This is an optimization exercise on Yosys and OpenROAD, whose aim is small area, a short achievable clock period and few clock cycles, not a production implementation.
At most, simulation tests tie the RTL to the original design; equivalence was not proved.
Power and IR drop assume default switching activity.

==> flow/design.v (excerpt) <==
module cvfp (
    input  wire        clk,
    input  wire        rst,
    input  wire        cmd_valid,
    output wire        cmd_ready,
    input  wire [3:0]  cmd_op,
    input  wire [15:0] cmd_a,
    input  wire [7:0]  cmd_b,
    input  wire        pv_valid,
    output wire        pv_ready,
    input  wire [7:0]  pv_data,
    output reg         rsp_valid,
    output reg  [2:0]  rsp_code,
    output reg  [15:0] rsp_data
);
    localparam BUFSZ = 258;
    localparam F     = 10;           
    localparam M     = BUFSZ - F;    
    localparam QN    = 4;            
    localparam QW    = 2;
    localparam OP_CLR   = 4'h0;
    localparam OP_PUSH  = 4'h1;
    localparam OP_RDB   = 4'h2;
    localparam OP_ENC   = 4'h3;
    localparam OP_SUM   = 4'h4;
    localparam OP_VAL   = 4'h5;
    localparam OP_WFQ   = 4'h6;
    localparam OP_FSZ   = 4'h7;
    localparam OP_GETF  = 4'h8;
    localparam OP_GETB  = 4'h9;
    localparam OP_GETSB = 4'hA;
    localparam OP_GETH  = 4'hB;
    localparam OP_RDST  = 4'hC;
    localparam R_OK         = 3'd0;
    localparam R_ERR        = 3'd1;
    localparam R_UNDERRUN   = 3'd2;
    localparam R_OVERFLOW   = 3'd3;
    localparam R_PARAMLEN   = 3'd4;
    localparam R_NOTVALID   = 3'd5;
    localparam R_PARAMRANGE = 3'd6;
    localparam R_BADOP      = 3'd7;
    localparam K_ZX = 2'd0;      
    localparam K_SX = 2'd1;      
    localparam K_HW = 2'd2;      
    reg [7:0] lo_c [0:F-1];      
    reg [7:0] rg   [0:M-1];      
    reg [8:0] php;               
    wire [7:0] b0 = lo_c[0];
    wire [7:0] b1 = lo_c[1];
    wire [7:0] b3 = lo_c[3];     
    wire [7:0] b4 = lo_c[4];     
    wire [8:0] php_n = (php == BUFSZ - 1) ? F : php + 9'd1;
    reg [8:0] cnt;
    reg [3:0] status;            
    reg [8:0] wp;                
    reg       w_al;              
    reg       enc_busy;          
    reg [7:0] s_w, s_a, s_v;
    reg [9:0] dl;                
    reg [7:0] np;                
    reg        r_v, s_empty;
    reg        s_full;           
    reg [3:0]  r_op, s_op;
  ...
Size in the first run: roughly 2,400 flip-flops, ~62 I/O pins.
==> flow/config.mk <==
export PLATFORM = sky130hd
export DESIGN_NAME = cvfp
export DESIGN_NICKNAME = cvfp
export VERILOG_FILES = /design/flow/design.v
export SDC_FILE = /design/flow/constraint.sdc
export NUM_CORES = 4
export LEC_CHECK = 0
export ABC_CLOCK_PERIOD_IN_PS = 3000
export CAP_MARGIN = 20
export CORE_MARGIN = 2
export CORE_UTILIZATION = 60
export PLACE_DENSITY = 0.7
export SLEW_MARGIN = 20
export TNS_END_PERCENT = 100
==> flow/constraint.sdc <==
create_clock -name core_clock -period 10.0 [get_ports {clk}]
set_input_delay 2.0000 -clock core_clock [delete_from_list [all_inputs] [get_ports {clk}]]
set_output_delay 2.0000 -clock core_clock [all_outputs]
set_load 0.01 [all_outputs]
standard.sh (not shown) runs the stock make flow with config.mk's settings and CLKGATE_MAP_FILE= SYNTH_SCRIPT=/design/flow/synth_recipe.tcl, a recipe that flattens the netlist after the stock synthesis.
==> flow/flow/run.sh <==
#!/bin/bash
set -euo pipefail
bash standard.sh SETUP_SLACK_MARGIN=${MARGIN:-7.0} \
  "BUFFER_PORTS_ARGS=-buffer_cell sky130_fd_sc_hd__buf_4" \
  "CTS_ARGS=-sink_clustering_enable -repair_clock_nets -dont_use_dummy_load -sink_clustering_size 16 -sink_clustering_max_diameter 50 -sink_clustering_buffer sky130_fd_sc_hd__clkbuf_8" \
  finish > standard.log 2>&1
The starting point finished clean.
Testbench counts at the start, summed over its fixed seeds: cycles 50,654.
Rerun with:
==> flow/flow/run.sh (replaced) <==
#!/bin/bash
set -euo pipefail
bash standard.sh SETUP_SLACK_MARGIN=${MARGIN:-6.8} \
  "BUFFER_PORTS_ARGS=-buffer_cell sky130_fd_sc_hd__buf_4" \
  "CTS_ARGS=-sink_clustering_enable -repair_clock_nets -dont_use_dummy_load -sink_clustering_size 20 -sink_clustering_max_diameter 60 -sink_clustering_buffer sky130_fd_sc_hd__clkbuf_8" \
  finish > standard.log 2>&1
The changed run finished clean.
Wire length went down by 1.5%.
Hold slack gets worse by 25 ps.
Worst setup slack improved by 14 ps.
Power goes down by about 2.5%.
Final area came out lower by about 1.1%.

========
build 22:
Another version of the RTL of cvfp (not shown whole).
For scale: roughly 0.063 mm² of cells after synthesis.
export LEC_CHECK = 0
export ABC_CLOCK_PERIOD_IN_PS = 3000
export CAP_MARGIN = 20
export CORE_MARGIN = 2
export CORE_UTILIZATION = 40
export PLACE_DENSITY = 0.6
export SETUP_SLACK_MARGIN = 5
export SLEW_MARGIN = 20
export TNS_END_PERCENT = 100
create_clock -name core_clock -period 10.0 [get_ports {clk}]
run.sh (not shown) runs the stock make flow with config.mk's settings and CLKGATE_MAP_FILE= SYNTH_SCRIPT=/design/flow/synth_recipe.tcl, a recipe that flattens the netlist after the stock synthesis.
Stock flow here: none of the scripts above is used.
Testbench counts of build 22, summed over its fixed seeds: cycles 52,111.
The inputs of build 27 differ from those of build 22 as listed below.
Settings: TNS_END_PERCENT: 100 -> unset; ABC_CLOCK_PERIOD_IN_PS: 3000 -> unset; SETUP_SLACK_MARGIN: 5 -> unset.
==> comparison <==
Between build 27 and build 22, the power share of the sequential group does not differ in any meaningful way. Per the comparison of build 27 with build 22, wire length flat, area growth from synthesis to final layout flat, final hold slack flat, minimum clock period up 0.23 ns. The slew at the pin with the worst max-slew slack on build 27 is in line with that on build 22. Diff build 22 and build 27: share of post-route cells with drive strength above 1 lower in build 27. Build 27 vs build 22: minimum setup slack among reg-to-reg paths down. Share of the clock period used by the worst path for build 27 is higher than for build 22.

========
the reference run:
Another version of the RTL of cvfp (not shown whole).
For scale: roughly 4200 cells after synthesis, roughly 0.063 mm2 of cells after synthesis.
==> flow/config.mk <==
export PLATFORM = sky130hd
export DESIGN_NAME = cvfp
export DESIGN_NICKNAME = cvfp
export VERILOG_FILES = /design/flow/design.v
export SDC_FILE = /design/flow/constraint.sdc
export NUM_CORES = 4
export LEC_CHECK = 0
export ABC_CLOCK_PERIOD_IN_PS = 3000
export CAP_MARGIN = 20
export CORE_MARGIN = 2
export CORE_UTILIZATION = 60
export PLACE_DENSITY = 0.7
export SLEW_MARGIN = 20
export TNS_END_PERCENT = 100
==> flow/constraint.sdc <==
create_clock -name core_clock -period 10.0 [get_ports {clk}]
set_input_delay 2.0000 -clock core_clock [delete_from_list [all_inputs] [get_ports {clk}]]
set_output_delay 2.0000 -clock core_clock [all_outputs]
set_load 0.01 [all_outputs]
standard.sh (not shown) runs the stock make flow with config.mk's settings and CLKGATE_MAP_FILE= SYNTH_SCRIPT=/design/flow/synth_recipe.tcl, a recipe that flattens the netlist after the stock synthesis.
==> flow/flow/run.sh <==
#!/bin/bash
set -euo pipefail
bash standard.sh SETUP_SLACK_MARGIN=${MARGIN:-6.8} \
  "BUFFER_PORTS_ARGS=-buffer_cell sky130_fd_sc_hd__buf_4" \
  "CTS_ARGS=-sink_clustering_enable -repair_clock_nets -dont_use_dummy_load -sink_clustering_size 24 -sink_clustering_max_diameter 60" \
  finish > standard.log 2>&1
The reference run | stages: all done | timing, DRC, antenna: all pass
Changes in the trial run relative to the reference run:
--- a/flow/flow/run.sh
+++ b/flow/flow/run.sh
@@ -3 +3 @@
-bash standard.sh SETUP_SLACK_MARGIN=${MARGIN:-6.8} \
+bash standard.sh SETUP_SLACK_MARGIN=${MARGIN:-7.0} \
## What came out
First-pass GRT wire length (higher): the trial run. For the post-route worst setup slack, the trial run came in 0.076 ns lower than the reference run did. Final cycle utilization of the critical path: higher on the trial run. Re post-placement setup slack: the trial run is 0.046 ns down on the reference run. The via count reported for the trial run is higher than the one for the reference run. Lower combinational group share of total power among the reference run and the trial run: the reference run. Per the comparison of the trial run with the reference run, relative area change from synthesis to final layout increased 1.1 points; largest vdd supply drop increased 6.8%.
No functional check of the RTL was part of any run of this note.

==> separate check: timing with driven ports <==
No port has a modelled driver above. Below, the same layouts with a new extraction and two added sets of constraints.
Step 1: set_driving_cell puts a clkbuf_16 on clk and a buf_2 on each other input, an assumption about the parent block.
Step 2 adds t to the input delays and takes it off the output delays; t is the mean of the earliest and latest rising clock arrival at the registers after step 1. Input paths then give back, and output paths get back, about the clock's delay inside the block.
Three values: ideal ports, drivers, drivers and shift; two values: the first two.
run | t, ns | setup WS [ns] | hold WS [ns] | worst register clock-pin slew, ns | pins driven straight from the clock port
the first run of note 1 | 0.767 | 6.767 / 6.725 / 6.100 | 0.291 / 0.291 / 0.291 | 0.10 / 0.10 | 1
the second run of note 1 | 0.762 | 6.781 / 6.725 / 6.014 | 0.266 / 0.266 / 0.266 | 0.12 / 0.12 | 1
build 22 | 0.873 | 5.356 / 5.356 / 5.356 | 0.258 / 0.258 / 0.258 | 0.07 / 0.07 | 1
build 27 | 0.872 | 5.122 / 5.122 / 5.122 | 0.257 / 0.257 / 0.257 | 0.07 / 0.07 | 1
the reference run | 0.784 | 6.413 / 6.413 / 5.628 | 0.253 / 0.253 / 0.253 | 0.09 / 0.09 | 1
the trial run | 0.778 | 6.337 / 6.338 / 5.560 | 0.281 / 0.281 / 0.281 | 0.09 / 0.09 | 1
After both steps setup and hold are still met in every run listed. The setup slack of the reference run, which loses most, moves by 0.000 ns with the drivers and by -0.785 ns with both steps.
